From an optimization exercise on the open Yosys and OpenROAD flow, aimed at small area, a short achievable clock period and few clock cycles; shortcuts taken in it are not production practice. In this exercise RTL edits were held to simulation tests only and were not proved equivalent to the original. Power and IR drop assume default switching activity.

--- flow/flow/run.sh ---
#!/bin/bash
# Own layout flow: the standard layout (standard.sh, standard synthesis
# unchanged) with its timing repair steps aiming at an 8 ns setup target
# (SETUP_SLACK_MARGIN 10 on the design's 18 ns clock) and drive-2 port
# buffers. The clock period and the constraints are the design's.
set -euo pipefail
export SETUP_SLACK_MARGIN=10
export TNS_END_PERCENT=100
export BUFFER_PORTS_ARGS="-buffer_cell sky130_fd_sc_hd__buf_2"
bash standard.sh > standard.log 2>&1
--- flow/standard.sh ---
#!/bin/bash
# synth_recipe.tcl (not shown) runs the flow's synth.tcl, then flattens the netlist and writes it again
# the make line also repeats each setting of config.mk as NAME=value (left out here)
make -C /OpenROAD-flow-scripts/flow DESIGN_CONFIG=/design/flow/config.mk WORK_HOME=/design/flow/orfs CLKGATE_MAP_FILE= SYNTH_SCRIPT=/design/flow/synth_recipe.tcl "${@:-finish}"
--- flow/config.mk ---
export PLATFORM = sky130hd
export DESIGN_NAME = qdpa
export DESIGN_NICKNAME = qdpa
export VERILOG_FILES = /design/flow/design.v
export SDC_FILE = /design/flow/constraint.sdc
export NUM_CORES = 4
export LEC_CHECK = 0
export CAP_MARGIN = 20
export CORE_MARGIN = 2
export CORE_UTILIZATION = 45
export PLACE_DENSITY = 0.55
export SLEW_MARGIN = 20
--- flow/constraint.sdc ---
create_clock -name core_clock -period 18.0 [get_ports {clk}]
set_input_delay 3.6000 -clock core_clock [delete_from_list [all_inputs] [get_ports {clk}]]
set_output_delay 3.6000 -clock core_clock [all_outputs]
set_load 0.01 [all_outputs]
--- flow/design.v ---
module qdpa (
    input  wire        clk,
    input  wire        rst_n,
    input  wire        host_we,
    input  wire [3:0]  host_addr,      
    input  wire [31:0] host_wdata,
    output reg  [31:0] host_rdata,
    output wire        busy,
    output wire        irq,
    output wire        mem_req,
    output wire [29:0] mem_addr,       
    input  wire        mem_ack,
    input  wire [31:0] mem_rdata,
    input  wire        mem_err
);
    localparam [31:0] ID_VAL  = 32'h51445041;
    localparam [31:0] VER_VAL = 32'h00010000;
    localparam [3:0] A_ID = 4'h0, A_VER = 4'h1, A_CTRL = 4'h2, A_STATUS = 4'h3,
                     A_CMD = 4'h4, A_N = 4'h5, A_WADDR = 4'h6, A_AADDR = 4'h7,
                     A_RESULT = 4'h8;
    localparam [3:0] E_NONE = 4'd0, E_ILLEGAL = 4'd1, E_BADLEN = 4'd2,
                     E_RANGE = 4'd3, E_BUS = 4'd4;
    localparam [1:0] M_PAIR2 = 2'd0, M_QUAD4 = 2'd1, M_SEQ = 2'd2;
    reg        ie;
    reg        st_busy, st_done, st_err, st_ign;
    reg [3:0]  st_code;
    reg [31:0] r_n, r_waddr, r_aaddr, r_result;
    assign busy = st_busy;
    assign irq  = ie & (st_done | st_err);
    always @(*) begin
        case (host_addr)
            A_ID:     host_rdata = ID_VAL;
            A_VER:    host_rdata = VER_VAL;
            A_CTRL:   host_rdata = {31'd0, ie};
            A_STATUS: host_rdata = {20'd0, st_code, 4'd0, st_ign, st_err, st_done, st_busy};
            A_N:      host_rdata = r_n;
            A_WADDR:  host_rdata = r_waddr;
            A_AADDR:  host_rdata = r_aaddr;
            A_RESULT: host_rdata = r_result;
            default:  host_rdata = 32'd0;
        endcase
    end
    wire [31:0] cmd   = host_wdata;
    wire [3:0]  c_op  = cmd[3:0];
    wire [1:0]  c_md  = cmd[5:4];
    wire        c_rsv = |cmd[15:6];
    wire        c_imm = |cmd[31:16];
    wire is_nop  = !c_rsv && c_op == 4'h0 && c_md == 2'd0 && !c_imm;
    wire is_dot  = !c_rsv && c_op == 4'h1 && c_md != 2'd3 && !c_imm;
    wire is_isum = !c_rsv && c_op == 4'h2 && c_md == 2'd0 && !c_imm;
    wire is_cvth = !c_rsv && c_op == 4'h3 && c_md == 2'd0;
    wire is_nibd = !c_rsv && c_op == 4'h4 && c_md == 2'd0 && cmd[31:24] == 8'd0;
    wire is_clr  = !c_rsv && c_op == 4'h5 && c_md == 2'd0 && !c_imm;
    wire [26:0] n_blocks  = r_n[31:5];
    wire        bad_len   = (r_n == 32'd0) || (r_n[4:0] != 5'd0);
    function rng34(input [34:0] x, input [34:0] y, input [34:0] z);
        reg [34:0] s1, c1, s2, c2;
        reg        cy;
        integer    i;
        begin
            s1 = x ^ y ^ z;
            c1 = {(x[33:0] & y[33:0]) | (x[33:0] & z[33:0]) | (y[33:0] & z[33:0]), 1'b0};
            s2 = s1 ^ c1 ^ 35'h2FFFFFFFF;
            c2 = {(s1[33:0] & c1[33:0]) | ((s1[33:0] | c1[33:0]) & 34'h2FFFFFFFF), 1'b0};
            cy = 1'b0;
            for (i = 0; i < 34; i = i + 1)
                cy = (s2[i] & c2[i]) | ((s2[i] | c2[i]) & cy);
            rng34 = s2[34] ^ c2[34] ^ cy;
        end
    endfunction
    wire range_dot = rng34({3'd0, r_waddr}, {4'd0, n_blocks, 4'd0}, {7'd0, n_blocks, 1'b0}) ||
                     rng34({3'd0, r_aaddr}, {3'd0, n_blocks, 5'd0}, {7'd0, n_blocks, 1'b0});
    wire range_one = (r_waddr > 32'hFFFFFFEE) || (r_aaddr > 32'hFFFFFFDE);
    wire [15:0] h   = cmd[31:16];
    reg  [31:0] cvth_val;
    reg  [3:0]  cv_p;
    wire [22:0] cv_sub = {h[9:0], 13'd0} << (4'd10 - cv_p);
    integer k;
    always @(*) begin
        cv_p = 4'd0;
        for (k = 0; k < 10; k = k + 1)
            if (h[k]) cv_p = k[3:0];
        if (h[14:10] == 5'd0 && h[9:0] == 10'd0)
            cvth_val = {h[15], 31'd0};
        else if (h[14:10] == 5'd0)
            cvth_val = {h[15], {4'd0, cv_p} + 8'd103, cv_sub};
        else if (h[14:10] != 5'd31)
            cvth_val = {h[15], {3'd0, h[14:10]} + 8'd112, h[9:0], 13'd0};
        else if (h[9:0] == 10'd0)
            cvth_val = {h[15], 8'hFF, 23'd0};
        else
            cvth_val = {h[15], 8'hFF, 1'b1, h[8:0], 13'd0};
    end
    wire [7:0]  nb_b     = cmd[23:16];
    wire [15:0] nib_lo   = {12'd0, nb_b[3:0]} - 16'd8;
    wire [15:0] nib_hi   = {12'd0, nb_b[7:4]} - 16'd8;
    wire cmd_wr = host_we && host_addr == A_CMD && !st_busy;
    wire go     = rst_n && cmd_wr &&
                  ((is_dot && !bad_len && !range_dot) || (is_isum && !range_one));
    reg        e_isum;
    reg [1:0]  e_mode;
    reg        f_run;           
    reg        f_ph;            
    reg [29:0] ptr_w, ptr_a;
    reg [5:0]  pos_w, pos_a;    
    reg [7:0]  l_w, l_a;        
    reg [26:0] f_rem;           
    reg [1:0]  f_k;             
    reg        f_b0;            
    reg        u_v, u_a;
    reg [5:0]  u_q;
    reg [31:0] u_d;
    reg [4:0]  u_tag;
    reg        u_b0;
    reg [15:0] qp0, qp1, qp2, qp3, qp4, qp5, qp6, qp7;
    reg [15:0] wcur, acur, pend_w, pend_a;
    reg        sc_pend;         
    reg [17:0] isum_s, isum_c;   
    wire signed [17:0] isum = isum_s + isum_c;
    reg        is_v;
    reg [4:0]  is_tag;
    reg [31:0] s0, s1, s2, s3;
    reg        q_act;
    reg [1:0]  q_step;
    reg [4:0]  q_tag;
    wire       f_ok     = f_ph ? !is_v : !sc_pend;
    assign     mem_req  = f_run && f_ok;
    assign     mem_addr = f_ph ? ptr_a : ptr_w;
    wire       ack      = mem_req && mem_ack;
    wire [5:0] f_pos    = f_ph ? pos_a : pos_w;
    wire       odd_o    = f_ph ? r_aaddr[0] : r_waddr[0];
    wire [7:0] f_l      = f_ph ? l_a : l_w;
    wire [31:0] unit_in = odd_o ? {mem_rdata[23:0], f_l} : mem_rdata;
    wire [29:0] addr_inc = mem_addr + 30'd1;
    wire       f_last   = f_ph ? ($signed(f_pos) >= 6'sd15) : ($signed(f_pos) >= 6'sd7);
    wire [2:0] f_rs     = (f_rem[26:3] != 24'd0) ? 3'd7 : f_rem[2:0];
    reg  [26:0] f_rem_dec;
    reg         f_bw;
    integer j;
    always @(*) begin
        f_bw = 1'b1;
        for (j = 0; j < 27; j = j + 1) begin
            f_rem_dec[j] = f_rem[j] ^ f_bw;
            f_bw = f_bw & ~f_rem[j];
        end
    end
    function [5:0] pos0(input [1:0] o);
        pos0 = (o == 2'd0) ? 6'd0 : (o == 2'd3) ? 6'h3E : 6'h3F;
    endfunction
    wire signed [5:0] uq = u_q;
    wire [15:0] h0 = u_d[15:0];
    wire [15:0] h1 = u_d[31:16];
    wire w_u = u_v && !u_a;
    wire a_u = u_v && u_a;
    wire l0 = u_a ? (uq >= 6'sd1) : (uq >= 6'sd1 && uq <= 6'sd8);
    wire l1 = u_a ? (uq >= 6'sd0 && uq <= 6'sd15) : (uq >= 6'sd0 && uq <= 6'sd7);
    wire sh1 = u_v && (l0 ^ l1);
    wire sh2 = u_v && l0 && l1;
    wire [15:0] x1 = u_a ? qp0 : (l0 ? h0 : h1);
    wire [15:0] x2 = u_a ? qp1 : h1;
    wire [15:0] wt0 = qp0;
    wire [15:0] wt1 = l0 ? qp1 : qp0;
    wire        hi0 = uq >= 6'sd9;
    wire        hi1 = uq >= 6'sd8;
    wire [3:0]  n00 = hi0 ? wt0[7:4]  : wt0[3:0];
    wire [3:0]  n01 = hi0 ? wt0[15:12] : wt0[11:8];
    wire [3:0]  n10 = hi1 ? wt1[7:4]  : wt1[3:0];
    wire [3:0]  n11 = hi1 ? wt1[15:12] : wt1[11:8];
    wire [7:0] a00 = l0 ? h0[7:0]  : 8'd0;
    wire [7:0] a01 = l0 ? h0[15:8] : 8'd0;
    wire [7:0] a10 = l1 ? h1[7:0]  : 8'd0;
    wire [7:0] a11 = l1 ? h1[15:8] : 8'd0;
    function [71:0] bw(input [3:0] n, input [7:0] a);
        reg [7:0] r0, r1, r2, r3;
        begin
            r0 = {~(n[0] & a[7]), {7{n[0]}} & a[6:0]};
            r1 = {~(n[1] & a[7]), {7{n[1]}} & a[6:0]};
            r2 = {~(n[2] & a[7]), {7{n[2]}} & a[6:0]};
            r3 = {~n[3] & a[7], ~({7{~n[3]}} & a[6:0])};
            bw = {{7'd0, r3, 3'b0}, {8'd0, r2, 2'b0}, {9'd0, r1, 1'b0}, {10'd0, r0}};
        end
    endfunction
    function [35:0] csa(input [17:0] x, input [17:0] y, input [17:0] z);
        csa = {((x & y) | (x & z) | (y & z)) << 1, x ^ y ^ z};
    endfunction
    wire [71:0] b00 = bw(n00, a00);
    wire [71:0] b01 = bw(n01, a01);
    wire [71:0] b10 = bw(n10, a10);
    wire [71:0] b11 = bw(n11, a11);
    wire        fresh = (uq <= 6'sd1);
    wire [17:0] bs = fresh ? 18'd0 : isum_s;
    wire [17:0] bc = fresh ? 18'd0 : isum_c;
    wire [35:0] t1a = csa(b00[17:0],  b00[35:18], b00[53:36]);
    wire [35:0] t1b = csa(b00[71:54], b01[17:0],  b01[35:18]);
    wire [35:0] t1c = csa(b01[53:36], b01[71:54], b10[17:0]);
    wire [35:0] t1d = csa(b10[35:18], b10[53:36], b10[71:54]);
    wire [35:0] t1e = csa(b11[17:0],  b11[35:18], b11[53:36]);
    wire [35:0] t1f = csa(b11[71:54], 18'd254496, bs);
    wire [35:0] t2a = csa(t1a[17:0], t1a[35:18], t1b[17:0]);
    wire [35:0] t2b = csa(t1b[35:18], t1c[17:0], t1c[35:18]);
    wire [35:0] t2c = csa(t1d[17:0], t1d[35:18], t1e[17:0]);
    wire [35:0] t2d = csa(t1e[35:18], t1f[17:0], t1f[35:18]);
    wire [35:0] t3a = csa(t2a[17:0], t2a[35:18], t2b[17:0]);
    wire [35:0] t3b = csa(t2b[35:18], t2c[17:0], t2c[35:18]);
    wire [35:0] t3c = csa(t2d[17:0], t2d[35:18], bc);
    wire [35:0] t4a = csa(t3a[17:0], t3a[35:18], t3b[17:0]);
    wire [35:0] t4b = csa(t3b[35:18], t3c[17:0], t3c[35:18]);
    wire [35:0] t5  = csa(t4a[17:0], t4a[35:18], t4b[17:0]);
    wire [35:0] t6  = csa(t5[17:0], t5[35:18], t4b[35:18]);
    wire        c_v;
    wire [37:0] c_acc;
    wire [7:0]  c_ex;
    wire [3:0]  c_fl;
    wire [4:0]  c_tag;
    wire        sc_take, is_take, c_take;
    wire        fu_idle, fu_done;
    wire [31:0] fa_r;
    reg         o_fin;
    wire        fin_dot  = fu_done && o_fin;
    wire        fin_isum = is_v && e_isum;
    wire        abort    = ack && mem_err;
    wire        clr      = !rst_n || abort || fin_dot || fin_isum;
    qdpa_contrib u_contrib (
        .clk(clk), .clr(clr),
        .sc_v(sc_pend), .hw(wcur), .ha(acur), .sc_take(sc_take),
        .is_v(is_v && !e_isum), .isum(isum), .is_tag(is_tag), .is_take(is_take),
        .p_take(c_take), .p_v(c_v), .p_acc(c_acc), .p_ex(c_ex), .p_fl(c_fl), .p_tag(c_tag)
    );
    wire [4:0] ev   = q_act ? q_tag : c_tag;
    wire [1:0] stp  = q_act ? q_step + 2'd1 : 2'd0;
    wire [1:0] kmod = ev[4:3];
    wire [2:0] rs   = ev[2:0];
    wire [1:0] nbm  = r_n[6:5];
    wire       nbo  = r_n[5];
    wire single = (e_mode != M_SEQ) && rs == 3'd1 && nbo;
    wire inrem  = (rs <= {1'b0, nbm});
    wire qp0e   = inrem && nbm[1] && rs == {1'b0, nbm};
    wire qp1e   = inrem && nbm[1] && rs == {1'b0, nbm} - 3'd1 && !single;
    wire rfin   = rs == 3'd1;
    reg [2:0] d_a;      
    reg [1:0] d_b;      
    reg [1:0] d_d;
    reg       d_last, d_fin;
    reg [2:0] o_a;
    reg [1:0] o_b, o_d;
    reg       o_last;
    always @(*) begin
        d_a = 3'd0; d_b = 2'd1; d_d = 2'd0; d_last = 1'b1; d_fin = 1'b0;
        if (e_mode == M_SEQ || single) begin
            d_fin = rfin;
        end else if (e_mode == M_PAIR2) begin
            if (kmod[0]) begin
                if (stp == 2'd0) begin
                    d_a = 3'd1; d_d = 2'd1; d_last = !(rs <= 3'd2);
                end else begin
                    d_b = 2'd1; d_fin = rfin;
                end
            end
        end else if (qp0e) begin
            d_a = 3'd4; d_d = 2'd1;
        end else if (qp1e) begin
            case (stp)
                2'd0: begin d_a = 3'd4; d_d = 2'd2; d_last = 1'b0; end
                2'd1: begin d_a = 3'd1; d_b = 2'd2; d_d = 2'd1; d_last = 1'b0; end
                default: begin d_b = 2'd1; d_fin = rfin; end
            endcase
        end else if (kmod == 2'd1) begin
            if (stp == 2'd0) begin
                d_a = 3'd1; d_d = 2'd1; d_last = !(rs <= 3'd6);
            end else begin
                d_b = 2'd1;
            end
        end else if (kmod == 2'd3) begin
            case (stp)
                2'd0: begin d_a = 3'd3; d_d = 2'd3; d_last = !(rs <= 3'd4); end
                2'd1: begin d_a = 3'd2; d_b = 2'd3; d_d = 2'd2; d_last = 1'b0; end
                default: begin d_b = 2'd2; d_fin = rfin; end
            endcase
        end else begin
            d_a = {1'b0, kmod}; d_d = kmod;
        end
    end
    reg [31:0] op_a, op_b;
    always @(*) begin
        case (o_a)
            3'd0: op_a = s0;
            3'd1: op_a = s1;
            3'd2: op_a = s2;
            3'd3: op_a = s3;
            default: op_a = 32'd0;
        endcase
        case (o_b)
            2'd2: op_b = s2;
            2'd3: op_b = s3;
            default: op_b = s1;
        endcase
    end
    wire go_p   = fu_idle && !q_act && c_v;
    wire go_add = fu_idle && q_act;
    assign c_take = go_p;
    qdpa_fadd32 u_fu (
        .clk(clk), .clr(clr), .go_add(go_add), .go_p(go_p),
        .a(op_a), .b(op_b), .pacc(c_acc), .pex(c_ex), .pfl(c_fl),
        .idle(fu_idle), .done(fu_done), .r(fa_r)
    );
    always @(posedge clk) begin
        u_v <= 1'b0;
        if (ack) begin
            u_v   <= 1'b1;
            u_a   <= f_ph;
            u_q   <= f_pos;
            u_d   <= unit_in;
            u_tag <= {f_k, f_rs};
            u_b0  <= f_b0;
            if (f_ph) begin
                ptr_a <= addr_inc;
                l_a   <= mem_rdata[31:24];
                if (f_last) begin
                    pos_a <= f_pos - 6'd15;
                    f_rem <= f_rem_dec;
                    f_k   <= f_k + 2'd1;
                    f_ph  <= 1'b0;
                    f_b0  <= 1'b0;
                    if (f_rem == 27'd1) f_run <= 1'b0;
                end else begin
                    pos_a <= f_pos + 6'd2;
                end
            end else begin
                ptr_w <= addr_inc;
                l_w   <= mem_rdata[31:24];
                if (f_last) begin
                    pos_w <= f_pos - 6'd7;
                    f_ph  <= 1'b1;
                end else begin
                    pos_w <= f_pos + 6'd2;
                end
            end
        end
        if (sh1) begin
            qp0 <= qp1; qp1 <= qp2; qp2 <= qp3; qp3 <= qp4;
            qp4 <= qp5; qp5 <= qp6; qp6 <= qp7; qp7 <= x1;
        end else if (sh2) begin
            qp0 <= qp2; qp1 <= qp3; qp2 <= qp4; qp3 <= qp5;
            qp4 <= qp6; qp5 <= qp7; qp6 <= x1; qp7 <= x2;
        end
        if (w_u) begin
            if (uq == -6'sd1) wcur <= h1;
            if (uq == 6'sd0)  wcur <= h0;
            if (uq == 6'sd1 && !u_b0) wcur <= pend_w;
            if (uq == 6'sd8)  pend_w <= h1;
        end
        if (a_u) begin
            if (uq == -6'sd1) acur <= h1;
            if (uq == 6'sd0)  acur <= h0;
            if (uq == 6'sd1 && !u_b0) acur <= pend_a;
            if (uq == 6'sd16) pend_a <= h1;
            if (uq == -6'sd1 || uq == 6'sd0 || (uq == 6'sd1 && !u_b0)) sc_pend <= 1'b1;
            isum_s <= t6[17:0];
            isum_c <= t6[35:18];
            if (uq >= 6'sd15) begin
                is_v   <= 1'b1;
                is_tag <= u_tag;
            end
        end
        if (sc_take) sc_pend <= 1'b0;
        if (is_take) is_v <= 1'b0;
        if (go_p || (fu_done && !o_last)) begin
            o_a    <= d_a;
            o_b    <= d_b;
            o_d    <= d_d;
            o_last <= d_last;
            o_fin  <= d_fin;
        end
        if (go_p) begin
            q_act  <= 1'b1;
            q_tag  <= c_tag;
            q_step <= 2'd0;
        end
        if (fu_done) begin
            case (o_d)
                2'd0: s0 <= fa_r;
                2'd1: s1 <= fa_r;
                2'd2: s2 <= fa_r;
                default: s3 <= fa_r;
            endcase
            q_act  <= !o_last;
            q_step <= q_step + 2'd1;
        end
        if (clr) begin
            f_run   <= 1'b0;
            u_v     <= 1'b0;
            is_v    <= 1'b0;
            sc_pend <= 1'b0;
            q_act   <= 1'b0;
        end
        if (go) f_run <= 1'b1;
        if (cmd_wr) begin
            f_ph   <= 1'b0;
            ptr_w  <= r_waddr[31:2];
            ptr_a  <= r_aaddr[31:2];
            pos_w  <= pos0(r_waddr[1:0]);
            pos_a  <= pos0(r_aaddr[1:0]);
            f_rem  <= (c_op[1]) ? 27'd1 : n_blocks;
            f_k    <= 2'd0;
            f_b0   <= 1'b1;
            e_isum <= c_op[1];
            e_mode <= c_op[1] ? M_SEQ : c_md;
            s0 <= 32'd0; s1 <= 32'd0; s2 <= 32'd0; s3 <= 32'd0;
        end
    end
    always @(posedge clk) begin
        if (!rst_n) begin
            ie       <= 1'b0;
            st_busy  <= 1'b0;
            st_done  <= 1'b0;
            st_err   <= 1'b0;
            st_ign   <= 1'b0;
            st_code  <= E_NONE;
            r_n      <= 32'd0;
            r_waddr  <= 32'd0;
            r_aaddr  <= 32'd0;
            r_result <= 32'd0;
        end else begin
            if (host_we) begin
                case (host_addr)
                    A_CTRL: ie <= host_wdata[0];
                    A_STATUS: begin
                        if (host_wdata[1]) st_done <= 1'b0;
                        if (host_wdata[2]) begin st_err <= 1'b0; st_code <= E_NONE; end
                        if (host_wdata[3]) st_ign <= 1'b0;
                    end
                    A_CMD, A_N, A_WADDR, A_AADDR: begin
                        if (st_busy) begin
                            st_ign <= 1'b1;
                        end else begin
                            case (host_addr)
                                A_N:     r_n     <= host_wdata;
                                A_WADDR: r_waddr <= host_wdata;
                                A_AADDR: r_aaddr <= host_wdata;
                                default: begin
                                    st_done <= 1'b0;
                                    st_err  <= 1'b0;
                                    st_code <= E_NONE;
                                    if (is_nop) begin
                                        st_done <= 1'b1;
                                    end else if (is_clr) begin
                                        st_ign   <= 1'b0;
                                        r_result <= 32'd0;
                                        st_done  <= 1'b1;
                                    end else if (is_cvth) begin
                                        r_result <= cvth_val;
                                        st_done  <= 1'b1;
                                    end else if (is_nibd) begin
                                        r_result <= {nib_hi, nib_lo};
                                        st_done  <= 1'b1;
                                    end else if (is_dot) begin
                                        if (bad_len) begin
                                            st_err <= 1'b1; st_code <= E_BADLEN;
                                        end else if (range_dot) begin
                                            st_err <= 1'b1; st_code <= E_RANGE;
                                        end else begin
                                            st_busy <= 1'b1;
                                        end
                                    end else if (is_isum) begin
                                        if (range_one) begin
                                            st_err <= 1'b1; st_code <= E_RANGE;
                                        end else begin
                                            st_busy <= 1'b1;
                                        end
                                    end else begin
                                        st_err <= 1'b1; st_code <= E_ILLEGAL;
                                    end
                                end
                            endcase
                        end
                    end
                    default: ;
                endcase
            end
            if (st_busy) begin
                if (abort) begin
                    st_busy <= 1'b0;
                    st_err  <= 1'b1;
                    st_code <= E_BUS;
                end else if (fin_isum) begin
                    st_busy  <= 1'b0;
                    st_done  <= 1'b1;
                    r_result <= {{14{isum[17]}}, isum};
                end else if (fin_dot) begin
                    st_busy  <= 1'b0;
                    st_done  <= 1'b1;
                    r_result <= fa_r;
                end
            end
        end
    end
endmodule
module qdpa_contrib (
    input  wire        clk,
    input  wire        clr,           
    input  wire        sc_v,
    input  wire [15:0] hw,
    input  wire [15:0] ha,
    output wire        sc_take,
    input  wire        is_v,
    input  wire signed [17:0] isum,
    input  wire [4:0]  is_tag,
    output wire        is_take,
    input  wire        p_take,
    output wire        p_v,
    output wire [37:0] p_acc,
    output wire [7:0]  p_ex,
    output wire [3:0]  p_fl,       
    output wire [4:0]  p_tag
);
    localparam [31:0] CANON_NAN = 32'h7FC00000;
    localparam [2:0] C_IDLE = 3'd0, C_S = 3'd1, C_SW = 3'd2, C_P = 3'd3,
                     C_N = 3'd4, C_O = 3'd5;
    reg [2:0]  st;
    reg [1:0]  cnt;
    reg [21:0] m;         
    reg [37:0] acc;
    reg [15:0] q;         
    reg [7:0]  ex;
    reg        f_nan, f_inf, f_zero, f_ssa;
    reg        p_sgn, p_izero;
    reg [4:0]  tag;
    wire [4:0] ew = hw[14:10];
    wire [4:0] ea = ha[14:10];
    wire [9:0] mw = hw[9:0];
    wire [9:0] ma = ha[9:0];
    wire w_nan  = (ew == 5'd31) && (mw != 10'd0);
    wire a_nan  = (ea == 5'd31) && (ma != 10'd0);
    wire w_inf  = (ew == 5'd31) && (mw == 10'd0);
    wire a_inf  = (ea == 5'd31) && (ma == 10'd0);
    wire w_zero = (ew == 5'd0) && (mw == 10'd0);
    wire a_zero = (ea == 5'd0) && (ma == 10'd0);
    wire [4:0] xw = (ew == 5'd0) ? 5'd1 : ew;
    wire [4:0] xa = (ea == 5'd0) ? 5'd1 : ea;
    wire [11:0] siga = {1'b0, ea != 5'd0, ma};
    assign sc_take = (st == C_IDLE) && sc_v;
    assign is_take = (st == C_SW) && is_v;
    reg [3:0] dig;
    always @(*) begin
        if (st == C_S)
            case (cnt)
                2'd0: dig = siga[11:8];
                2'd1: dig = siga[7:4];
                default: dig = siga[3:0];
            endcase
        else
            dig = q[15:12];
    end
    wire [25:0] pm   = m * dig;
    wire [37:0] step = {acc[33:0], 4'd0} + {12'd0, pm};
    wire [17:0] mag = isum[17] ? -isum : isum;
    wire sgn = p_sgn ^ f_ssa;
    assign p_v   = (st == C_O);
    assign p_acc = acc;
    assign p_ex  = ex;
    assign p_fl  = {f_nan || (f_inf && p_izero), f_inf && !p_izero, f_zero || p_izero, sgn};
    assign p_tag = tag;
    always @(posedge clk) begin
        if (clr) begin
            st  <= C_IDLE;
        end else begin
            case (st)
                C_IDLE: if (sc_v) begin
                    m      <= {11'd0, ew != 5'd0, mw};
                    acc    <= 38'd0;
                    cnt    <= 2'd0;
                    ex     <= 8'd113 + {3'd0, xw} + {3'd0, xa};
                    f_nan  <= w_nan || a_nan || (w_inf && a_zero) || (a_inf && w_zero);
                    f_inf  <= w_inf || a_inf;
                    f_zero <= w_zero || a_zero;
                    f_ssa  <= hw[15] ^ ha[15];
                    st     <= C_S;
                end
                C_S: begin
                    acc <= step;
                    cnt <= cnt + 2'd1;
                    if (cnt == 2'd2) begin
                        m  <= step[21:0];
                        st <= C_SW;
                    end
                end
                C_SW: if (is_v) begin
                    q       <= mag[15:0];
                    p_sgn   <= isum[17];
                    p_izero <= (isum == 18'sd0);
                    tag     <= is_tag;
                    acc     <= 38'd0;
                    cnt     <= 2'd0;
                    st      <= C_P;
                end
                C_P: begin
                    acc <= step;
                    q   <= {q[11:0], 4'd0};
                    cnt <= cnt + 2'd1;
                    if (cnt == 2'd3) st <= C_N;
                end
                C_N: begin
                    if (f_nan || f_inf || f_zero || p_izero || acc[37:36] != 2'd0) begin
                        st <= C_O;
                    end else if (acc[37:34] == 4'd0) begin
                        acc <= {acc[33:0], 4'd0};
                        ex  <= ex - 8'd4;
                    end else begin
                        acc <= {acc[35:0], 2'd0};
                        ex  <= ex - 8'd2;
                    end
                end
                default: if (p_take) st <= C_IDLE;
            endcase
        end
    end
endmodule
module qdpa_fadd32 (
    input  wire        clk,
    input  wire        clr,
    input  wire        go_add,      
    input  wire        go_p,        
    input  wire [31:0] a,           
    input  wire [31:0] b,
    input  wire [37:0] pacc,        
    input  wire [7:0]  pex,         
    input  wire [3:0]  pfl,         
    output wire        idle,
    output wire        done,
    output reg  [31:0] r
);
    localparam [31:0] CANON_NAN = 32'h7FC00000;
    localparam [2:0] F_IDLE = 3'd0, F_AL = 3'd1, F_AD = 3'd2, F_NO = 3'd3, F_RO = 3'd4;
    reg [2:0]  st;
    reg        fused;
    reg [27:0] x;
    reg [26:0] y;
    reg [8:0]  e;
    reg [7:0]  xs;
    reg        f_nan, f_inf, f_isg, f_zsg, f_sbig, f_sub, f_zero;
    assign idle = (st == F_IDLE);
    assign done = (st == F_RO) && !fused;
    wire        sub_e = f_sub && (st == F_AD);
    wire [27:0] sum   = x + ({1'b0, y} ^ {28{sub_e}}) + {27'd0, sub_e};
    wire [24:0] mr   = sum[27:3];
    wire [23:0] mfin = mr[24] ? mr[24:1] : mr[23:0];
    wire [8:0]  xfin = mr[24] ? e + 9'd1 : e;
    wire [7:0]  efld = mfin[23] ? xfin[7:0] : 8'd0;
    always @(*) begin
        if (f_nan)
            r = CANON_NAN;
        else if (f_inf)
            r = {f_isg, 8'hFF, 23'd0};
        else if (f_zero)
            r = {f_zsg, 31'd0};
        else if (xfin >= 9'd255)
            r = {f_sbig, 8'hFF, 23'd0};
        else
            r = {f_sbig, efld, mfin[22:0]};
    end
    wire [31:0] bb = (st == F_RO) ? r : b;
    wire        sa = a[31];
    wire        sb = bb[31];
    wire [7:0]  ea = a[30:23];
    wire [7:0]  eb = bb[30:23];
    wire [22:0] fa = a[22:0];
    wire [22:0] fb = bb[22:0];
    wire a_max = (ea == 8'hFF);
    wire b_max = (eb == 8'hFF);
    wire a_fz  = (fa == 23'd0);
    wire b_fz  = (fb == 23'd0);
    wire a_inf = a_max && a_fz;
    wire b_inf = b_max && b_fz;
    wire s_nan = (a_max && !a_fz) || (b_max && !b_fz) || (a_inf && b_inf && (sa != sb));
    wire s_inf = a_inf || b_inf;
    wire s_isg = a_inf ? sa : sb;
    wire        ha = ea != 8'd0;
    wire        hb = eb != 8'd0;
    wire [7:0]  xa = {ea[7:1], ea[0] | !ha};
    wire [7:0]  xb = {eb[7:1], eb[0] | !hb};
    wire        a_big = {xa, ha, fa} >= {xb, hb, fb};
    wire [7:0]  d    = e[7:0] - xs;
    wire        far  = d >= 8'd27;
    reg [4:0]  lz;
    integer i;
    always @(*) begin
        lz = 5'd0;
        for (i = 0; i <= 26; i = i + 1)
            if (x[i]) lz = 5'd26 - i[4:0];
    end
    wire        lz_ok = {4'd0, lz} < e;
    wire [4:0]  sh    = lz_ok ? lz : (e[4:0] - 5'd1);
    function [26:0] rev27(input [26:0] v);
        integer k;
        for (k = 0; k < 27; k = k + 1) rev27[k] = v[26 - k];
    endfunction
    wire        in_al  = (st == F_AL);
    wire [26:0] sh_in  = in_al ? y : rev27(x[26:0]);
    wire [4:0]  amt    = in_al ? d[4:0] : sh;
    wire [26:0] sh_out = sh_in >> amt;
    wire [26:0] msk    = ~({27{1'b1}} << d[4:0]);
    wire        stk    = |(y & msk);
    wire [26:0] nl     = rev27(sh_out);
    wire [26:0] nrm    = x[27] ? {x[27:2], x[1] | x[0]} : nl;
    wire        rup    = nrm[2] & (nrm[1] | nrm[0] | nrm[3]);
    wire [26:0] pn   = pacc[37] ? {pacc[37:12], |pacc[11:0]} : {pacc[36:11], |pacc[10:0]};
    wire        prup = pn[2] & (pn[1] | pn[0] | pn[3]);
    wire start = go_add || (st == F_RO && fused);
    always @(posedge clk) begin
        if (clr) begin
            st <= F_IDLE;
        end else begin
            if (start) begin
                x      <= {1'b0, a_big ? {ha, fa} : {hb, fb}, 3'b000};
                y      <= {a_big ? {hb, fb} : {ha, fa}, 3'b000};
                e      <= {1'b0, a_big ? xa : xb};
                xs     <= a_big ? xb : xa;
                f_sbig <= a_big ? sa : sb;
                f_sub  <= sa != sb;
                f_nan  <= s_nan;
                f_inf  <= s_inf;
                f_isg  <= s_isg;
                f_zsg  <= sa & sb;
                fused  <= 1'b0;
                st     <= F_AL;
            end else if (go_p) begin
                x      <= {1'b0, pn};
                y      <= {23'd0, prup, 3'b000};
                e      <= {1'b0, pex} + {8'd0, pacc[37]};
                f_sbig <= pfl[0];
                f_nan  <= pfl[3];
                f_inf  <= pfl[2];
                f_zero <= pfl[1];
                f_isg  <= pfl[0];
                f_zsg  <= pfl[0];
                fused  <= 1'b1;
                st     <= F_RO;
            end else begin
                case (st)
                    F_AL: begin
                        y  <= far ? {26'd0, |y} : {sh_out[26:1], sh_out[0] | stk};
                        st <= F_AD;
                    end
                    F_AD: begin
                        x      <= sum;
                        f_zero <= (sum == 28'd0);
                        st     <= F_NO;
                    end
                    F_NO: begin
                        x  <= {1'b0, nrm};
                        y  <= {23'd0, rup, 3'b000};
                        e  <= x[27] ? e + 9'd1 : (lz_ok ? e - {4'd0, lz} : 9'd1);
                        st <= F_RO;
                    end
                    F_RO: st <= F_IDLE;
                    default: ;
                endcase
            end
        end
    end
endmodule
==> reports/results.tsv, run 1 <==
metric	value	unit
outcome	complete, no violations	
FF-to-FF Start	u_fu.st[0]	
final WL	217000	um
sequential share of the synthesized area	0.373	
hold path startpoint	is_tag[0]	
Arr. time, crit path	4.88	ns
Final Non-Filler Cells	8922	
Cell Int Power	3.58	mW
DR WL/cell	24.4	um
CTS Sinks	867	
commonest cells after routing, fill and taps aside	nand2_1, edfxtp_1, nor2_1, a21oi_1, inv_1	
first-pass GRT wire length	325000	um
clock slew seen by the registers of the worst setup and hold paths	0.06	ns
Tmin final	8.48	ns
Psw	1.22	mW
combinational share of power	0.101	
placed insts	8688	
Layout area overhead	12.0	%
Avg Synthesized Cell Area	8.86	um^2
Mapped Area	62200	um^2
Yosys cell types	107	
synthesized flop and latch total	867	
initial antenna violation count	6	
Worst Setup End Kind	output port	
ys async rst share	0	
clk buf depth	3	
GP Congestion	1.03	
num rows	136	
reg2reg end	u_fu.y[3]	
Post-synth EDFFs	587	
global route overflow	0	
Vias/cell	5.94	
setup repair after global routing missed its margin	yes	
# IOs	138	
crit-path max FO	6	
clock power share	0.438	
total die area	141000	um^2
layout cells sized above 1	0.110	
Core Util, Final	0.507	
pwr dens	68.9	nW/um^2
Initial Utilization	0.453	
Ys Warns	3	
critical path class	input port to output port	
TritonCTS clock tree	built	
DP HPWL	160000	um
# setup viols final	0	
Pre-antenna DRT Iters	6	
pin count of the biggest net entering global routing	125	
fmax	118	MHz
sequential power share	0.461	
CTS H-Tree Depth	3	
Num CTS Buffers	100	
worst hold path class	flop to flop	
reg2reg setup slack	10.22	ns
worst vdd ir	0.0675	mV
Worst R2R Path Depth	34	
die extent in y	376	um
period utilization	0.471	
Pwr Total	4.80	mW
Hold Fails Final Rpt	0	
Via Count	52956	
Final Cell Area	69700	um^2
Final ANT Viol Nets	0	
Root Buffer	clkbuf_16	
Net Sw Frac	0.255	
I/O Buffers	137	
top_reg_cell synth	edfxtp_1	
commonest non-fill, non-tap cell in the layout	nand2_1	
Setup crit start	host_addr[1]	
Slew Limit Headroom	0.184	
end point of the critical path	host_rdata[24]	
worst slew pin tran	1.21	ns
Leak	27.7	nW
worst skew pair latency	0.71	ns
net count after synthesis	7648	
Setup crit start kind	input port	
drt initial violations	4931	
Layout Skew	0.0298	ns
vias in the first global route	50731	
Placement Cell Area	64900	um^2
FILL cells	12903	
Syn Inst Count	7026	
WP data required	14.40	ns
Max Cap Violations	0	
Setup Total Neg Slack	0	ns
chip width	376	um
core box area	137000	um^2
Total GRT Usage	0.302	
final slew viol count	0	
fin nets	7663	
# DRC	0	
==> per-layer routing <==
layer / global-route usage / share of wire
met1: 0.414 / 0.43
met2: 0.475 / 0.45
met3: 0.0401 / 0.066
met4: 0.136 / 0.050
met5: 0 / 0.00019
==> timing repair <==
item,4_1_cts,5_1_grt
gates resized for setup,107,78
setup endpoints to repair,97,112
cloned,9,4
hold buffers,0,0
pin swaps,18,24
setup buffers,19,13
==> sequential cells by signal, summed over array words and instances, names as in the netlist, 28 cells and up <==
register / cells
u_contrib.acc: 38
r_aaddr: 32
r_n: 32
r_result: 32
r_waddr: 32
s0: 32
s1: 32
s2: 32
s3: 32
u_d: 32
ptr_a: 30
ptr_w: 30
u_fu.x: 28
==> kinds of logic (layout without fill, tap and decap cells) <==
group | Yosys count | in the layout | synth area share
simple gates | 2548 | 2549 | 0.180
compound gates | 1670 | 1670 | 0.173
fa+ha+maj | 553 | 553 | 0.140
mux | 325 | 325 | 0.0550
flops | 867 | 867 | 0.373
other cells | 0 | 2 | 0
buf+inv | 888 | 987 | 0.0542
xor+xnor | 175 | 175 | 0.0249
==> how the worst min path moves through the flow <==
stage | to | slack, ns | cells after the start
after floorplan | is_tag[0] | 0.40 | 0
after global placement | u_contrib.tag[0] | 0.40 | 0
after detailed placement | is_tag[2] | 0.40 | 0
after CTS | u_contrib.tag[0] | 0.42 | 0
after global routing | is_tag[0] | 0.43 | 0
final | u_contrib.tag[0] | 0.41 | 0
==> cell type report <==
class / instances / area, um^2 / share of cell area
Sequential cell: 867 / 23200 / 0.334
Inverter: 484 / 1820 / 0.0262
Tap cell: 1794 / 2240 / 0.0322
Clock inverter: 64 / 646 / 0.00927
Multi-Input combinational cell: 5272 / 36400 / 0.523
Antenna cell: 2 / 5.00 / 0.0000719
Timing Repair Buffer: 316 / 2580 / 0.0370
Clock buffer: 123 / 2700 / 0.0387
==> per-stage QoR <==
stage	worst slack, ns	hold WS [ns]
global route	9.52	0.426
CTS	9.55	0.417
finish	9.52	0.413
detailed placement	8.08	0.405
global placement	8.10	0.401
floorplan	9.76	0.400
==> cell usage after synthesis, types with 62 or more instances <==
| cell | count | area (um^2) |
|---|---|---|
| inv_1 | 480 | 1800 |
| fa_1 | 240 | 4800 |
| mux2i_1 | 216 | 2160 |
| o22ai_1 | 90 | 563 |
| a21o_1 | 69 | 518 |
| mux2_2 | 106 | 1190 |
| xor2_1 | 88 | 771 |
| nor2b_1 | 88 | 551 |
| clkbuf_1 | 341 | 1280 |
| xnor2_1 | 85 | 744 |
| nor3_1 | 77 | 385 |
| nand3_1 | 148 | 741 |
| edfxtp_1 | 587 | 17600 |
| nor4_1 | 62 | 388 |
| a21boi_0 | 103 | 773 |
| nand2_1 | 1293 | 4850 |
| a211oi_1 | 100 | 751 |
| ha_1 | 309 | 3870 |
| and2_1 | 80 | 500 |
| a22oi_1 | 99 | 743 |
| a21oi_1 | 500 | 2500 |
| o21ai_0 | 300 | 1500 |
| nor2_1 | 552 | 2070 |
| dfxtp_1 | 280 | 5610 |
==> worst max-delay path: stages <==
cell and delay [ns]:
buf_12 0.11, buf_12 0.13, nor4b_4 0.30, buf_6 0.16, buf_8 0.14, buf_12 0.12, a221o_1 0.17, buf_2 0.14
==> power by group through the flow <==
stage / clock (mW) / sequential (mW) / combinational (mW)
detailed placement: 0 / 2.25 / 0.431
finish: 2.10 / 2.21 / 0.485
floorplan: 0 / 2.24 / 0.301
global route: 2.21 / 2.22 / 0.527
global placement: 0 / 2.25 / 0.421
CTS: 2.14 / 2.21 / 0.466
Testbench counts, summed over its fixed seeds: cycles 31,150.
==> run 2, diff against run 1 <==
--- a/flow/design.v
+++ b/flow/design.v
@@ -554,7 +554,8 @@
     wire [25:0] pm   = m * dig;
     wire [37:0] step = {acc[33:0], 4'd0} + {12'd0, pm};
     wire [17:0] mag = isum[17] ? -isum : isum;
-    wire sgn = p_sgn ^ f_ssa;
+    wire sgn  = p_sgn ^ f_ssa;
+    wire spec = f_nan || f_inf || f_zero || p_izero;
     assign p_v   = (st == C_O);
     assign p_acc = acc;
     assign p_ex  = ex;
@@ -597,17 +598,18 @@
                     acc <= step;
                     q   <= {q[11:0], 4'd0};
                     cnt <= cnt + 2'd1;
-                    if (cnt == 2'd3) st <= C_N;
+                    if (cnt == 2'd3)
+                        st <= (spec || step[37:36] != 2'd0) ? C_O : C_N;
                 end
                 C_N: begin
-                    if (f_nan || f_inf || f_zero || p_izero || acc[37:36] != 2'd0) begin
-                        st <= C_O;
-                    end else if (acc[37:34] == 4'd0) begin
+                    if (acc[37:34] == 4'd0) begin
                         acc <= {acc[33:0], 4'd0};
                         ex  <= ex - 8'd4;
+                        if (acc[33:32] != 2'd0) st <= C_O;
                     end else begin
                         acc <= {acc[35:0], 2'd0};
                         ex  <= ex - 8'd2;
+                        st  <= C_O;
                     end
                 end
                 default: if (p_take) st <= C_IDLE;
@@ -630,7 +632,8 @@
     output reg  [31:0] r
 );
     localparam [31:0] CANON_NAN = 32'h7FC00000;
-    localparam [2:0] F_IDLE = 3'd0, F_AL = 3'd1, F_AD = 3'd2, F_NO = 3'd3, F_RO = 3'd4;
+    localparam [2:0] F_IDLE = 3'd0, F_AL = 3'd1, F_AD = 3'd2, F_NO = 3'd3, F_RO = 3'd4,
+                     F_S2 = 3'd5;
     reg [2:0]  st;
     reg        fused;
     reg [27:0] x;
@@ -658,7 +661,7 @@
         else
             r = {f_sbig, efld, mfin[22:0]};
     end
-    wire [31:0] bb = (st == F_RO) ? r : b;
+    wire [31:0] bb = (st == F_S2) ? {f_sbig, xs, y[22:0]} : b;
     wire        sa = a[31];
     wire        sb = bb[31];
     wire [7:0]  ea = a[30:23];
@@ -703,9 +706,11 @@
     wire [26:0] nl     = rev27(sh_out);
     wire [26:0] nrm    = x[27] ? {x[27:2], x[1] | x[0]} : nl;
     wire        rup    = nrm[2] & (nrm[1] | nrm[0] | nrm[3]);
+    wire [26:0] nrf    = sum[27] ? {sum[27:2], sum[1] | sum[0]} : sum[26:0];
+    wire        rupf   = nrf[2] & (nrf[1] | nrf[0] | nrf[3]);
     wire [26:0] pn   = pacc[37] ? {pacc[37:12], |pacc[11:0]} : {pacc[36:11], |pacc[10:0]};
     wire        prup = pn[2] & (pn[1] | pn[0] | pn[3]);
-    wire start = go_add || (st == F_RO && fused);
+    wire start = go_add || (st == F_S2);
     always @(posedge clk) begin
         if (clr) begin
             st <= F_IDLE;
@@ -742,9 +747,16 @@
                         st <= F_AD;
                     end
                     F_AD: begin
-                        x      <= sum;
                         f_zero <= (sum == 28'd0);
-                        st     <= F_NO;
+                        if (sum[27] || sum[26]) begin
+                            x  <= {1'b0, nrf};
+                            y  <= {23'd0, rupf, 3'b000};
+                            e  <= e + {8'd0, sum[27]};
+                            st <= F_RO;
+                        end else begin
+                            x  <= sum;
+                            st <= F_NO;
+                        end
                     end
                     F_NO: begin
                         x  <= {1'b0, nrm};
@@ -752,7 +764,16 @@
                         e  <= x[27] ? e + 9'd1 : (lz_ok ? e - {4'd0, lz} : 9'd1);
                         st <= F_RO;
                     end
-                    F_RO: st <= F_IDLE;
+                    F_RO: begin
+                        if (fused) begin
+                            f_sbig  <= r[31];
+                            xs      <= r[30:23];
+                            y[22:0] <= r[22:0];
+                            st      <= F_S2;
+                        end else begin
+                            st <= F_IDLE;
+                        end
+                    end
                     default: ;
                 endcase
             end
==> reports/results.tsv, run 2 <==
metric	value	unit
Root Buffer	clkbuf_16	
core box area	139000	um^2
Via Count	55036	
combinational share of power	0.090	
DR WL/cell	25.8	um
GP Congestion	1.01	
global route overflow	0	
Max Cap Violations	0	
CTS H-Tree Depth	3	
reg2reg setup slack	10.50	ns
Final ANT Viol Nets	0	
Arr. time, crit path	4.81	ns
Leak	27.6	nW
Setup Total Neg Slack	0	ns
Worst Setup End Kind	output port	
worst vdd ir	0.0742	mV
Setup crit start kind	input port	
DP HPWL	174000	um
critical path class	input port to output port	
Tmin final	8.41	ns
top cells by count, synth	nand2_1, edfxtp_1, a21oi_1	
Avg Synthesized Cell Area	8.80	um^2
net count after synthesis	7791	
worst hold path class	flop to flop	
setup repair after global routing missed its margin	yes	
largest register by flop count	u_contrib.acc	
max FFs per register	38	
pin count of the biggest net entering global routing	105	
Post-synth EDFFs	587	
CP max stage delay	0.26	ns
final slew viol count	0	
# DRC	0	
commonest non-fill, non-tap cell in the layout	nand2_1	
Pwr Total	4.65	mW
CTS Sinks	867	
hold path startpoint	u_tag[1]	
period utilization	0.467	
Layout Skew	0.0554	ns
# IOs	138	
Initial Utilization	0.452	
Cell Int Power	3.46	mW
CP Cell Sequence	buf_16 -> or2_4 -> nor2_4 -> buf_8 -> a21oi_2 -> o221ai_1 -> buf_2	
first-pass GRT wire length	347000	um
die extent in y	378	um
Hold Fails Final Rpt	0	
Slew Limit Headroom	0.249	
Placement Cell Area	65700	um^2
# setup viols final	0	
vias in the first global route	52512	
synthesized flop and latch total	867	
commonest cells after routing, fill and taps aside	nand2_1, edfxtp_1, a21oi_1, nor2_1, inv_1	
Hold Path Sink	is_tag[1]	
final WL	235000	um
Post-CTS Hold Buffers	0	
top_reg_cell synth	edfxtp_1	
Total GRT Usage	0.323	
total die area	143000	um^2
Ys Warns	3	
Final Cell Area	69500	um^2
hold depth	0	
reg2reg end	u_fu.x[21]	
Worst R2R Path Depth	21	
Net Sw Frac	0.256	
Critical-path top delay cell	or2_4	
top post-synthesis cells by area	edfxtp_1, dfxtp_1, fa_1, nand2_1, ha_1	
Num CTS Buffers	100	
Syn Inst Count	7167	
Yosys cell types	102	
Synth top area share	0.280	
WP data required	14.40	ns
chip width	378	um
Psw	1.19	mW
crit-path max FO	8	
clock power share	0.439	
drt initial violations	5597	
clk buf depth	3	
fmax	119	MHz
Synth area leader	edfxtp_1	
FILL cells	13291	
FF-to-FF Start	u_fu.st[2]	
initial antenna violation count	3	
pwr dens	66.9	nW/um^2
TritonCTS clock tree	built	
sequential share of the synthesized area	0.368	
Vias/cell	6.05	
worst skew pair latency	0.73	ns
sequential power share	0.471	
fin nets	7757	
clock slew seen by the registers of the worst setup and hold paths	0.06	ns
most frequent cell after synthesis	nand2_1	
outcome	complete, no violations	
Pre-antenna DRT Iters	8	
ys async rst share	0	
Layout area overhead	10.3	%
worst slew pin tran	1.13	ns
num rows	137	
Mapped Area	63100	um^2
layout cells sized above 1	0.0942	
I/O Buffers	137	
==> run 2: cell count changes in the layout (fill, tap and decap cells not counted), sizes merged, moves of 33 or more <==
cell    change
a21o       +33
a21boi     -97
nor3       +35
a21oi      +81
nand2      -44
o21ai      +36
mux2i      -41
==> run 2: area by class of cell <==
class | count | area, um^2 | area share
clock buffers | 137 | 2820 | 0.0405
diodes | 3 | 7.51 | 0.000108
multi-input cells | 5376 | 36800 | 0.529
clock inverters | 49 | 433 | 0.00623
well taps | 1876 | 2350 | 0.0338
inverters | 503 | 1900 | 0.0273
repair buffers | 285 | 2000 | 0.0287
flip-flops and latches | 867 | 23200 | 0.334
==> run 2: kinds of logic after synthesis <==
family | synth area share
compound gates | 0.183
flops | 0.368
fa+ha+maj | 0.139
other cells | 0.0000595
buf+inv | 0.0559
mux | 0.0487
simple gates | 0.180
xor+xnor | 0.0243
==> run 2: power groups by stage <==
stage	sequential (mW)	clock, mW	combinational (mW)
global route	2.20	2.15	0.456
CTS	2.19	2.07	0.407
detailed placement	2.23	0	0.395
global placement	2.23	0	0.390
finish	2.19	2.04	0.419
floorplan	2.22	0	0.275
==> run 2: metrics by stage <==
step | util | setup WS [ns] | cells | hold slack [ns]
final | 0.499 | 9.59 | 9096 | 0.419
after global routing | 0.499 | 9.57 | 9093 | 0.424
after CTS | 0.498 | 9.64 | 9087 | 0.420
after detailed placement | 0.472 | 8.80 | 8879 | 0.405
after global placement | 0.471 | 8.78 | 8879 | 0.401
after floorplan | - | 9.69 | 7167 | 0.400
==> run 2: timing repair <==
action,4_1_cts,5_1_grt
endpoints found under the setup margin,32,32
cloned,6,2
pin swaps,11,6
gates resized for setup,45,13
buffers inserted,16,4
==> run 2: per-layer routing <==
metal  GRT usage  wire [um]
met5           0         13
met4       0.169      13700
met3      0.0484      17300
met2       0.506     105000
met1       0.433      98200
==> run 2: critical path: cells and delay by family <==
family,cells,cell delay [ns]
buf+inv,3,0.49
simple gates,2,0.42
compound gates,2,0.29
==> run 2: worst max-delay path by stage <==
stage	end	cells after the start	startpoint
6_report	host_rdata[22]	7	host_addr[1]
5_1_grt	host_rdata[3]	7	host_addr[1]
4_1_cts	host_rdata[5]	8	host_addr[1]
3_5_place_dp	host_rdata[14]	6	host_addr[0]
3_3_place_gp	host_rdata[1]	7	host_addr[0]
2_1_floorplan	host_rdata[1]	7	host_addr[0]
Testbench counts of run 2, summed over its fixed seeds: cycles 30,692.
==> run 3, diff against run 2 <==
--- a/flow/config.mk
+++ b/flow/config.mk
@@ -5,6 +5,7 @@
 export SDC_FILE = /design/flow/constraint.sdc
 export NUM_CORES = 4
 export LEC_CHECK = 0
+export ABC_AREA = 1
 export CAP_MARGIN = 20
 export CORE_MARGIN = 2
 export CORE_UTILIZATION = 45
==> reports/results.tsv, run 3 <==
metric	value	unit
Psw	1.90	mW
Hold WS	0.418	ns
pwr dens	83.6	nW/um^2
TritonCTS clock tree	built	
Total GRT Usage	0.327	
Hold Path Sink	u_contrib.tag[0]	
Vias/cell	5.67	
critical path class	input port to output port	
Tmin final	8.59	ns
total die area	141000	um^2
# IOs	138	
layout cells sized above 1	0.0801	
FILL cells	13450	
num rows	136	
net count after synthesis	8670	
CTS Sinks	867	
die extent in y	376	um
GP Congestion	1.02	
reg2reg end	u_contrib.st[0]	
Max Cap Violations	0	
drt initial violations	5701	
Final Non-Filler Cells	9976	
max FFs per register	38	
DP Worst Slack	8.64	ns
Setup crit start kind	input port	
worst slew pin tran	1.12	ns
vias in the first global route	53075	
hold path startpoint	is_tag[0]	
final slew viol count	0	
worst skew pair latency	0.75	ns
Slew Limit Headroom	0.251	
Initial Utilization	0.453	
clock slew seen by the registers of the worst setup and hold paths	0.05	ns
# DRC	0	
top cells by count, synth	nand2_1, inv_1, o21ai_0	
placed insts	9723	
fmax	116	MHz
first-pass GRT wire length	347000	um
Worst R2R Path Depth	42	
top_reg_cell synth	edfxtp_1	
Avg Synthesized Cell Area	7.74	um^2
sequential share of the synthesized area	0.373	
Setup Total Neg Slack	0	ns
most frequent cell after synthesis	nand2_1	
CTS H-Tree Depth	3	
commonest non-fill, non-tap cell in the layout	nand2_1	
Synth area leader	edfxtp_1	
global route overflow	0	
pin count of the biggest net entering global routing	129	
FF-to-FF Start	u_contrib.st[0]	
# setup viols final	0	
Placement Cell Area	64900	um^2
combinational share of power	0.236	
Yosys cell types	64	
Layout Skew	0.0683	ns
fin nets	8712	
worst hold path class	flop to flop	
I/O Buffers	137	
Pre-antenna DRT Iters	6	
DP HPWL	179000	um
Net Sw Frac	0.327	
Post-CTS Hold Buffers	0	
hold depth	0	
commonest cells after routing, fill and taps aside	nand2_1, inv_1, o21ai_0, edfxtp_1, nor2_1	
DR WL/cell	23.5	um
Root Buffer	clkbuf_16	
Num CTS Buffers	103	
WP data required	14.40	ns
outcome	complete, no violations	
Arr. time, crit path	4.99	ns
ys async rst share	0	
Mapped Area	62200	um^2
setup repair after global routing missed its margin	yes	
core box area	137000	um^2
Final ANT Viol Nets	0	
crit-path max FO	5	
PnR worst setup slack	9.41	ns
Cell Int Power	3.91	mW
Syn Inst Count	8046	
largest register by flop count	u_contrib.acc	
Ys Warns	3	
worst vdd ir	0.100	mV
clk buf depth	3	
chip width	376	um
Final Cell Area	69600	um^2
Layout area overhead	11.8	%
Worst Setup End Kind	output port	
synthesized flop and latch total	867	
initial antenna violation count	9	
clock power share	0.382	
sequential power share	0.382	
Leak	30.1	nW
reg2reg setup slack	10.52	ns
top post-synthesis cells by area	edfxtp_1, nand2_1, dfxtp_1, o21ai_0, inv_1	
Via Count	56601	
Post-synth EDFFs	587	
period utilization	0.477	
Synth top area share	0.283	
Hold Fails Final Rpt	0	
final WL	235000	um
[run 3: worst max-delay path by stage]
stage,start,endpoint,cells after the start,slack [ns]
2_1_floorplan,host_addr[1],host_rdata[10],6,9.79
3_3_place_gp,u_contrib.st[0],u_contrib.acc[33],43,8.73
3_5_place_dp,u_contrib.st[0],u_contrib.acc[31],42,8.64
4_1_cts,host_addr[2],host_rdata[12],10,9.47
5_1_grt,host_addr[2],host_rdata[12],10,9.41
6_report,host_addr[2],host_rdata[12],10,9.41
[run 3: stage by stage]
step                utilization  total power, mW
global route              0.507             6.07
detailed placement        0.472             3.57
floorplan                     -             3.14
CTS                       0.504             5.82
finish                    0.507             5.81
global placement          0.472             3.57
[run 3: power by group through the flow]
stage | Clock (mW) | Combinational, mW | Sequential, mW
finish | 2.22 | 1.37 | 2.22
CTS | 2.26 | 1.34 | 2.22
detailed placement | 0 | 1.31 | 2.26
global route | 2.32 | 1.53 | 2.22
floorplan | 0 | 0.903 | 2.24
global placement | 0 | 1.31 | 2.26
[run 3: worst max-delay path: stages]
cell,delay [ns]
buf_12,0.10
inv_12,0.03
nor2_4,0.19
inv_4,0.08
buf_12,0.13
nor2_4,0.18
buf_6,0.16
a221oi_4,0.06
o211ai_1,0.23
buf_2,0.21
[run 3: cell families (layout without fill, tap and decap cells)]
group / count (synthesis) / after routing / synth area share
compound gates: 2073 / 2073 / 0.185
xor+xnor: 139 / 139 / 0.0197
simple gates: 2655 / 2658 / 0.174
flops: 867 / 867 / 0.373
mux: 11 / 11 / 0.00193
fa+ha+maj: 551 / 551 / 0.140
other cells: 1 / 5 / 0.0000603
buf+inv: 1749 / 1878 / 0.106
[run 3: layer usage]
| metal | routed length (um) | track usage |
|---|---|---|
| met1 | 99500 | 0.442 |
| met2 | 104000 | 0.509 |
| met3 | 17500 | 0.0490 |
| met4 | 13700 | 0.167 |
| met5 | 13 | 0 |
[run 3: what timing repair did]
action | in CTS | in global routing
cloned | 8 | 1
gates resized for setup | 98 | 51
setup endpoints to repair | 57 | 47
pin swaps | 21 | 13
setup buffers | 32 | 11
[run 3: layout make-up]
class,instances,area [um^2],area share
clock buffer,126,2760,0.0396
multi-input combinational,5433,33200,0.477
clock inverter,69,836,0.0120
sequential,867,23200,0.334
timing repair buffer,269,1880,0.0270
antenna,4,10.0,0.000144
inverter,1409,5340,0.0768
timing repair inverter,5,52.6,0.000755
tap,1794,2240,0.0323
==> run 4, diff against run 3 <==
==> flow/config.mk (replaced) <==
export PLATFORM = sky130hd
export DESIGN_NAME = qdpa
export DESIGN_NICKNAME = qdpa
export VERILOG_FILES = /design/flow/design.v
export SDC_FILE = /design/flow/constraint.sdc
export NUM_CORES = 4
export LEC_CHECK = 0
export CAP_MARGIN = 10
export CORE_MARGIN = 2
export CORE_UTILIZATION = 45
export CTS_BUF_LIST = sky130_fd_sc_hd__clkbuf_8
export PLACE_DENSITY = 0.55
export SLEW_MARGIN = 10
==> reports/results.tsv, run 4 <==
metric	value	unit
outcome	complete, no violations	
Arr. time, crit path	4.79	ns
die extent in y	378	um
Setup crit start	host_addr[1]	
Worst R2R Path Depth	21	
commonest cells after routing, fill and taps aside	nand2_1, edfxtp_1, a21oi_1, inv_1, nor2_1	
net count after synthesis	7791	
sequential share of the synthesized area	0.368	
global route overflow	0	
setup repair after global routing missed its margin	yes	
Vias/cell	6.06	
most frequent cell after synthesis	nand2_1	
# DRC	0	
worst hold path class	flop to flop	
I/O Buffers	137	
core box area	139000	um^2
pin count of the biggest net entering global routing	105	
top cells by count, synth	nand2_1, edfxtp_1, a21oi_1	
ys async rst share	0	
WP data required	14.40	ns
Worst Setup End Kind	output port	
max FFs per register	38	
Synth Area in Adders	0.139	
clk buf depth	3	
Hold Fails Final Rpt	0	
synthesized flop and latch total	867	
Layout area overhead	9.86	%
Synth area leader	edfxtp_1	
Initial Utilization	0.452	
Yosys cell types	102	
# setup viols final	0	
DP HPWL	174000	um
FF-to-FF Start	u_fu.st[2]	
Layout Skew	0.0536	ns
GP Congestion	1.01	
CTS H-Tree Depth	4	
layout cells sized above 1	0.100	
Hold Path Sink	u_contrib.tag[3]	
Ys Warns	3	
Hold WS	0.414	ns
total die area	143000	um^2
top_reg_cell synth	edfxtp_1	
combinational share of power	0.094	
sequential power share	0.494	
Num CTS Buffers	158	
Synth top area share	0.280	
Max Cap Violations	0	
num rows	137	
commonest non-fill, non-tap cell in the layout	nand2_1	
clock power share	0.412	
clock slew seen by the registers of the worst setup and hold paths	0.06	ns
pwr dens	64.1	nW/um^2
Syn Inst Count	7167	
Via Count	55669	
vias in the first global route	53094	
Mapped Area	63100	um^2
Slew Limit Headroom	0.204	
Leak	27.8	nW
worst skew pair latency	0.90	ns
first-pass GRT wire length	348000	um
drt initial violations	5855	
final slew viol count	0	
Post-synth EDFFs	587	
hold depth	0	
Total GRT Usage	0.325	
placed insts	8879	
compound-gate portion of the synthesized area	0.183	
reg2reg end	u_fu.x[21]	
Tmin final	8.39	ns
top post-synthesis cells by area	edfxtp_1, dfxtp_1, fa_1, nand2_1, ha_1	
simple-gate share of the synthesized area	0.180	
Psw	1.20	mW
chip width	378	um
Core Util, Final	0.497	
Final Non-Filler Cells	9186	
XOR/XNOR share of the synthesized area	0.0243	
Cell Int Power	3.24	mW
worst vdd ir	0.0654	mV
reg2reg setup slack	10.55	ns
worst slew pin tran	1.16	ns
Pre-antenna DRT Iters	8	
CTS Sinks	867	
Setup Total Neg Slack	0	ns
period utilization	0.466	
DR WL/cell	25.7	um
Root Buffer	clkbuf_8	
Net Sw Frac	0.271	
Final ANT Viol Nets	0	
TritonCTS clock tree	built	
mux contribution to synthesized area	0.0487	
hold path startpoint	is_tag[3]	
initial antenna violation count	5	
Avg Synthesized Cell Area	8.80	um^2
fmax	119	MHz
largest family of logic cells by synthesized area	compound AO/OA/AOI/OAI gates	
Setup crit start kind	input port	
fin nets	7813	
largest register by flop count	u_contrib.acc	
# IOs	138	
final WL	236000	um
critical path class	input port to output port	
crit-path max FO	5	
-- run 4: cell types whose count changed after synthesis, sizes merged, moves of 65 or more --
| cell | before | now |
|---|---|---|
| mux2i | 3 | 176 |
| inv | 1393 | 499 |
| o21ai | 1071 | 351 |
| nor2 | 596 | 531 |
| a211oi | 15 | 124 |
| mux2 | 8 | 94 |
| a21o | 3 | 102 |
| and3 | 1 | 71 |
| nand2 | 1577 | 1249 |
| nand3 | 222 | 156 |
-- run 4: worst max-delay path by stage --
| stage | slack, ns | to |
|---|---|---|
| 6_report | 9.61 | host_rdata[17] |
| 5_1_grt | 9.58 | host_rdata[6] |
| 4_1_cts | 9.64 | host_rdata[24] |
| 3_5_place_dp | 8.80 | host_rdata[1] |
| 3_3_place_gp | 8.78 | host_rdata[1] |
| 2_1_floorplan | 9.69 | host_rdata[1] |
-- run 4: area by class of cell --
class / count / area [um^2]
Sequential cell: 867 / 23200
Fill cell: 13352 / 70100
Clock inverter: 107 / 617
Antenna cell: 1 / 2.50
Multi-Input combinational cell: 5375 / 36800
Tap cell: 1876 / 2350
Timing Repair Buffer: 284 / 2010
Clock buffer: 173 / 2380
Inverter: 503 / 1900
-- run 4: per-layer routing --
layer	part of all wire	up-vias	global-route usage
met2	0.45	2442	0.508
li1	-	25582	-
met3	0.076	608	0.0541
met1	0.42	27035	0.433
met4	0.059	2	0.170
met5	0.000034	-	0
-- run 4: repair_timing --
item / in CTS / in global routing
gates cloned: 5 / 1
endpoints found under the setup margin: 32 / 32
pin swaps: 10 / 3
setup buffers: 19 / 1
hold buffers: 0 / 0
resized for setup: 50 / 10
-- run 4: per-stage QoR --
step	area, um^2	setup slack [ns]	power [mW]
2_1_floorplan	63200	9.69	2.50
3_3_place_gp	65700	8.78	2.62
3_5_place_dp	65700	8.80	2.63
4_1_cts	69200	9.64	4.47
5_1_grt	69300	9.58	4.60
6_report	69300	9.61	4.44
-- run 4: kinds of logic after synthesis --
kind of cell	Yosys count
AOI/OAI and AO/OA	1804
xor gates and xnor gates	175
adders and majority gates	560
buffers and inverters	927
DFF	867
muxes	281
other	1
and+or+nand+nor	2552
-- run 4: power groups by stage --
stage | registers (mW) | logic (mW) | clock network [mW]
4_1_cts | 2.19 | 0.408 | 1.87
5_1_grt | 2.20 | 0.456 | 1.95
3_3_place_gp | 2.23 | 0.390 | 0
2_1_floorplan | 2.22 | 0.275 | 0
3_5_place_dp | 2.23 | 0.395 | 0
6_report | 2.19 | 0.418 | 1.83
-- run 4: worst max-delay path, cell delays in order --
cell and delay, ns:
buf_16 0.12, or2_4 0.26, nor2_4 0.17, and2_4 0.23, buf_12 0.13, nand2_4 0.04
o21ai_2 0.07, buf_2 0.16

[port drivers added, routing unchanged]
In the flow no input, the clock included, has a driving cell. The finished layouts below were timed again as built, in two steps.
Step 1 assumes that a clkbuf_16 drives the clock port and a buf_2 every other input.
Step 2 times the ports against the registers' clock, not the clock port: input delays grow and output delays shrink by t, the midpoint of the rising clock arrivals with the driver on.
Three values: no drivers, after step 1, after step 2; two values: the first two.
run	t, ns	slack for setup (ns)	hold slack, ns	worst setup path at the end
run 1	0.766	9.517 / 9.462 / 9.462	0.413 / 0.413 / 0.413	input to output
run 2	0.775	9.592 / 9.442 / 9.442	0.419 / 0.419 / 0.419	input to output
run 3	0.799	9.410 / 9.339 / 9.339	0.418 / 0.418 / 0.418	input to output
run 4	0.938	9.608 / 9.514 / 9.514	0.414 / 0.414 / 0.414	input to output
After both steps setup and hold are still met in every run listed. The setup slack of run 2, which loses most, moves by -0.150 ns with the drivers and by -0.150 ns with both steps.
